Background: an optimization exercise with open tools, aiming at small area and a short achievable clock period. Do not read the settings as production practice.
RTL that was checked went through simulation tests only; none was proved equivalent to the original.
No activity file was given, so power comes from the tool's default toggle rates.

Setup of the baseline:
// chk4_accum
module chk4_accum (
    input  wire        clk,
    input  wire        rst,         
    input  wire        init,        
    input  wire [2:0]  in_cnt,      
    input  wire [31:0] in_data,     
    output wire [31:0] chk_value,
    output wire [31:0] byte_count
);
Size in the first run: roughly 100 I/O pins, about 11,000 sq um of cells after synthesis.
export LEC_CHECK = 0
export CAP_MARGIN = 20
export CORE_MARGIN = 2
export CORE_UTILIZATION = 65
export CTS_BUF_LIST = sky130_fd_sc_hd__clkbuf_4 sky130_fd_sc_hd__clkbuf_8
export SLEW_MARGIN = 20
export SYNTH_HIERARCHICAL = 1
export SYNTH_MINIMUM_KEEP_SIZE = 0
create_clock -name core_clock -period 28.0 [get_ports {clk}]
run.sh (not shown) runs the stock make flow with config.mk's settings and CLKGATE_MAP_FILE= SYNTH_SCRIPT=/design/flow/synth_recipe.tcl, a recipe that flattens the netlist after the stock synthesis.
The baseline went all the way through the flow, and no timing, DRC or antenna check failed.
The inputs of the candidate differ from those of the baseline as listed below.
- swapping 65 for 40 in CORE_UTILIZATION
- clearing CTS_BUF_LIST, which used to be sky130_fd_sc_hd__clkbuf_4 sky130_fd_sc_hd__clkbuf_8
Results
Taking the baseline as the reference point, the total stage count of the critical path of the candidate rises by 2.
Across the baseline and the candidate, the outcome is the same: a clean finish for every run.
The candidate vs. the baseline: endpoint arrival time on the critical path increased 0.03 ns, post-layout total power increased about 5%, clock share of power increased 5.3 points.
Taking the baseline as the reference, in the candidate clock skew shows a reduction of 0.0095 ns, leakage power of the design shows an increase of 0.99%, hold slack shows a reduction of 0.0079 ns, met3 routed wirelength shows a reduction of 29%.
Function was not checked in any run of this note: the RTL went through the layout flow alone.

---

Setup of P:
chk4_accum, a different RTL version from the one above (not shown whole).
For scale: ~1000 cells after synthesis, about 100 I/O pins.
## chk4_accum
module chk4_accum (
    input  wire        clk,
    input  wire        rst,         
    input  wire        init,        
    input  wire [2:0]  in_cnt,      
    input  wire [31:0] in_data,     
    output wire [31:0] chk_value,
    output wire [31:0] byte_count
);
clock: 28.0 ns
lec_check: 0
cap_margin: 20
core_margin: 2
core_utilization: 65
cts_buf_list: sky130_fd_sc_hd__clkbuf_4 sky130_fd_sc_hd__clkbuf_8
slew_margin: 20
synth_hierarchical: 1
synth_minimum_keep_size: 0
standard.sh (not shown) runs the stock make flow with config.mk's settings and CLKGATE_MAP_FILE= SYNTH_SCRIPT=/design/flow/synth_recipe.tcl, a recipe that flattens the netlist after the stock synthesis.
==> flow/flow/run.sh <==
#!/bin/bash
# The standard layout (standard.sh, all steps) with two changes:
# - the standard port buffering (buffer_ports, every input and output port
#   gets a buffer) uses the plain buffer sky130_fd_sc_hd__buf_1 instead of the
#   default delay buffer; timing repair may resize it;
# - timing repair is asked to leave a setup margin (the clock period and the
#   constraints are unchanged).
set -euo pipefail
here=$(pwd)
export BUFFER_PORTS_ARGS="-buffer_cell sky130_fd_sc_hd__buf_1"
export SETUP_SLACK_MARGIN=16
bash standard.sh > "$here/standard.log" 2>&1
## Diff of input files: S against P
- changing CORE_UTILIZATION from 65 to 75
-- flow/flow/run.sh --
<<< P, line 9
here=$(pwd)
export BUFFER_PORTS_ARGS="-buffer_cell sky130_fd_sc_hd__buf_1"
export SETUP_SLACK_MARGIN=16
bash standard.sh > "$here/standard.log" 2>&1
>>> S, line 9
here=$(pwd)
export BUFFER_PORTS_ARGS="-buffer_cell sky130_fd_sc_hd__buf_1"
export SETUP_SLACK_MARGIN=16.5
bash standard.sh > "$here/standard.log" 2>&1
Results
Relative to P, total power decreased by 4.5% in S. Going from P to S, total number of tap cells went down 37; net switching fraction of the power rose 0.32 points; maximum VDD drop up about 30%; via count moved up; final worst-path setup slack up 0.42 ns. The sequential cell count on P is in line with that on S. Relative to P, the global-route usage of S is higher by 3.9 points. Total number of placement rows down about 6% in S wrt P.

---

## job 1752
Starting RTL as in the previous note.
clock: 28.0 ns
lec_check: 0
cap_margin: 20
core_margin: 2
core_utilization: 65
cts_buf_list: sky130_fd_sc_hd__clkbuf_4 sky130_fd_sc_hd__clkbuf_8
slew_margin: 20
synth_hierarchical: 1
synth_minimum_keep_size: 0
tns_end_percent: 0
==> flow/flow/run.sh <==
#!/bin/bash
# The standard layout (standard.sh, all steps) with two changes:
# - the standard port buffering (buffer_ports, every input and output port
#   gets a buffer) uses the plain buffer sky130_fd_sc_hd__buf_1 instead of the
#   default delay buffer; timing repair may resize it;
# - timing repair is asked to leave a setup margin (the clock period and the
#   constraints are unchanged).
set -euo pipefail
here=$(pwd)
export BUFFER_PORTS_ARGS="-buffer_cell sky130_fd_sc_hd__buf_1"
export SETUP_SLACK_MARGIN=16.5
bash standard.sh > "$here/standard.log" 2>&1
Job 1752 went all the way through the flow, and no timing, DRC or antenna check failed.
[inputs] job 6215 vs job 1752
# job 1752
export LEC_CHECK = 0
export CAP_MARGIN = 20
export CORE_MARGIN = 2
export CORE_UTILIZATION = 65
export CTS_BUF_LIST = sky130_fd_sc_hd__clkbuf_4 sky130_fd_sc_hd__clkbuf_8
export SLEW_MARGIN = 20
export SYNTH_HIERARCHICAL = 1
export SYNTH_MINIMUM_KEEP_SIZE = 0
export TNS_END_PERCENT = 0
create_clock -name core_clock -period 28.0 [get_ports {clk}]
# job 6215
export LEC_CHECK = 0
export CAP_MARGIN = 20
export CORE_MARGIN = 2
export CORE_UTILIZATION = 65
export CTS_BUF_LIST = sky130_fd_sc_hd__clkbuf_4 sky130_fd_sc_hd__clkbuf_8
export SLEW_MARGIN = 20
export SYNTH_HIERARCHICAL = 1
export SYNTH_MINIMUM_KEEP_SIZE = 0
create_clock -name core_clock -period 28.0 [get_ports {clk}]
==> flow/flow/run.sh <==
#!/bin/bash
# The standard layout (standard.sh, all steps), with the port buffers placed
# by flow/ports.tcl before global placement instead of by the standard call,
# and timing repair asked to leave a setup margin (the clock and constraints
# are unchanged).
set -euo pipefail
here=$(pwd)
export DONT_BUFFER_PORTS=1
export PRE_GLOBAL_PLACE_TCL="$here/flow/ports.tcl"
export SETUP_SLACK_MARGIN=16.5
bash standard.sh > "$here/standard.log" 2>&1
==> flow/flow/ports.tcl (new file) <==
# Port buffers (in place of the standard flow's single buffer_ports call):
# every input and every output port still gets its own buffer, but with a
# plain buffer cell of a suitable size instead of the default delay buffer.
buffer_ports -inputs -buffer_cell sky130_fd_sc_hd__buf_2
buffer_ports -outputs -buffer_cell sky130_fd_sc_hd__buf_1
Notes after the runs:
On routed length on met2, the higher figure sits with job 6215, not job 1752. Final total power sits lower in job 6215 than in job 1752. Layout overhead on the synthesized area is lower on job 6215. Utilization in job 6215 vs job 1752: down 2.8 points. Routed wire in job 6215 totals more than in job 1752. From job 1752 to job 6215 the numbers moved as follows: critical-path maximum fanout saw an increase, switching part of the total power saw an increase, final hold slack saw an increase.
The inputs of job 9917 differ from those of job 6215 as listed below.
==> flow/flow/run.sh <==
#!/bin/bash
# The standard layout (standard.sh, all steps) with two changes:
# - the standard port buffering (buffer_ports, every input and output port
#   gets a buffer) uses the plain buffer sky130_fd_sc_hd__buf_1 instead of the
#   default delay buffer; timing repair may resize it;
# - timing repair is asked to leave a setup margin (the clock period and the
#   constraints are unchanged).
set -euo pipefail
here=$(pwd)
export BUFFER_PORTS_ARGS="-buffer_cell sky130_fd_sc_hd__buf_1"
export SETUP_SLACK_MARGIN=16.5
bash standard.sh > "$here/standard.log" 2>&1
removed: flow/flow/ports.tcl
--- outcome ---
Utilization: higher on job 9917. Diff job 6215 -> job 9917: wire length on met2 lost 310 µm, combinational share of power picked up an extra 1.0 points. Critical path buffer and inverter count, job 6215 and job 9917: lower on job 6215. Worst hold path depth: job 6215 vs job 9917 identical. Hold slack: job 9917 vs job 6215 down 0.091 ns. A start point of the critical path of rst is what job 6215 shows, while init belongs to job 9917. Compared with job 6215, job 9917 shows a routed via count that is about 4.4% higher.
The following lists how job 2066 was set up differently from job 9917:
==> flow/flow/run.sh <==
#!/bin/bash
# The standard layout (standard.sh, all steps), with the port buffers placed
# by flow/ports.tcl before global placement instead of by the standard call,
# and timing repair asked to leave a setup margin (the clock and constraints
# are unchanged).
set -euo pipefail
here=$(pwd)
export DONT_BUFFER_PORTS=1
export PRE_GLOBAL_PLACE_TCL="$here/flow/ports.tcl"
export SETUP_SLACK_MARGIN=17
bash standard.sh > "$here/standard.log" 2>&1
==> flow/flow/ports.tcl (new file) <==
# Port buffers (in place of the standard flow's single buffer_ports call):
# every input and every output port still gets its own buffer, but with a
# plain buffer cell of a suitable size instead of the default delay buffer.
buffer_ports -inputs -buffer_cell sky130_fd_sc_hd__buf_2
buffer_ports -outputs -buffer_cell sky130_fd_sc_hd__buf_1
[summary]
- Compared with job 9917, in job 2066 via count went down 130; maximum frequency went up about 3%.
- The flow did not stop early for job 2066: all stages ran, and the layout cleared the timing, DRC and antenna checks.
- Job 2066 vs. job 9917: met2 track demand over resource shows an increase of 7.2 points, amount of wire on met2 after detailed routing shows an increase of about 10%.

separate check: timing with driven ports:
The results above use ideal ports. As a check the final layouts listed here were re-extracted and re-timed, cells and wires unchanged.
Step 1 sets driving cells, clkbuf_16 on the clock port and buf_2 on the other inputs (assumed; they add their load-dependent delay and slew).
Step 2, shift: input delay + t, output delay - t, t = (earliest + latest rising clock arrival at the registers) / 2. This alone moves slack from input paths to output paths.
Three values: ideal, step 1, step 2; two values: the first two.
run	t (ns)	slack for setup (ns)	hold WS [ns]	worst setup path at the end	pins driven straight from the clock port
the baseline	0.430	12.782 / 12.799 / 12.369	0.490 / 0.490 / 0.490	input to register	1
the candidate	0.400	12.712 / 12.725 / 12.325	0.482 / 0.482 / 0.482	input to register	1
P	0.427	16.180 / 16.187 / 15.760	0.587 / 0.587 / 0.587	input to register	1
S	0.424	16.603 / 16.589 / 16.164	0.580 / 0.580 / 0.580	input to register	1
job 1752	0.427	16.560 / 16.530 / 16.103	0.586 / 0.586 / 0.586	input to register	1
job 6215	0.423	16.698 / 16.423 / 16.000	0.674 / 0.674 / 0.674	input to register	1
job 9917	0.431	16.622 / 16.632 / 16.200	0.583 / 0.583 / 0.583	input to register	1
job 2066	0.427	16.957 / 16.581 / 16.154	0.666 / 0.666 / 0.666	input to register	1
After both steps setup and hold are still met in every run listed. For job 2066, which loses most, drivers alone change the setup slack by -0.376 ns; drivers and shift together by -0.803 ns.
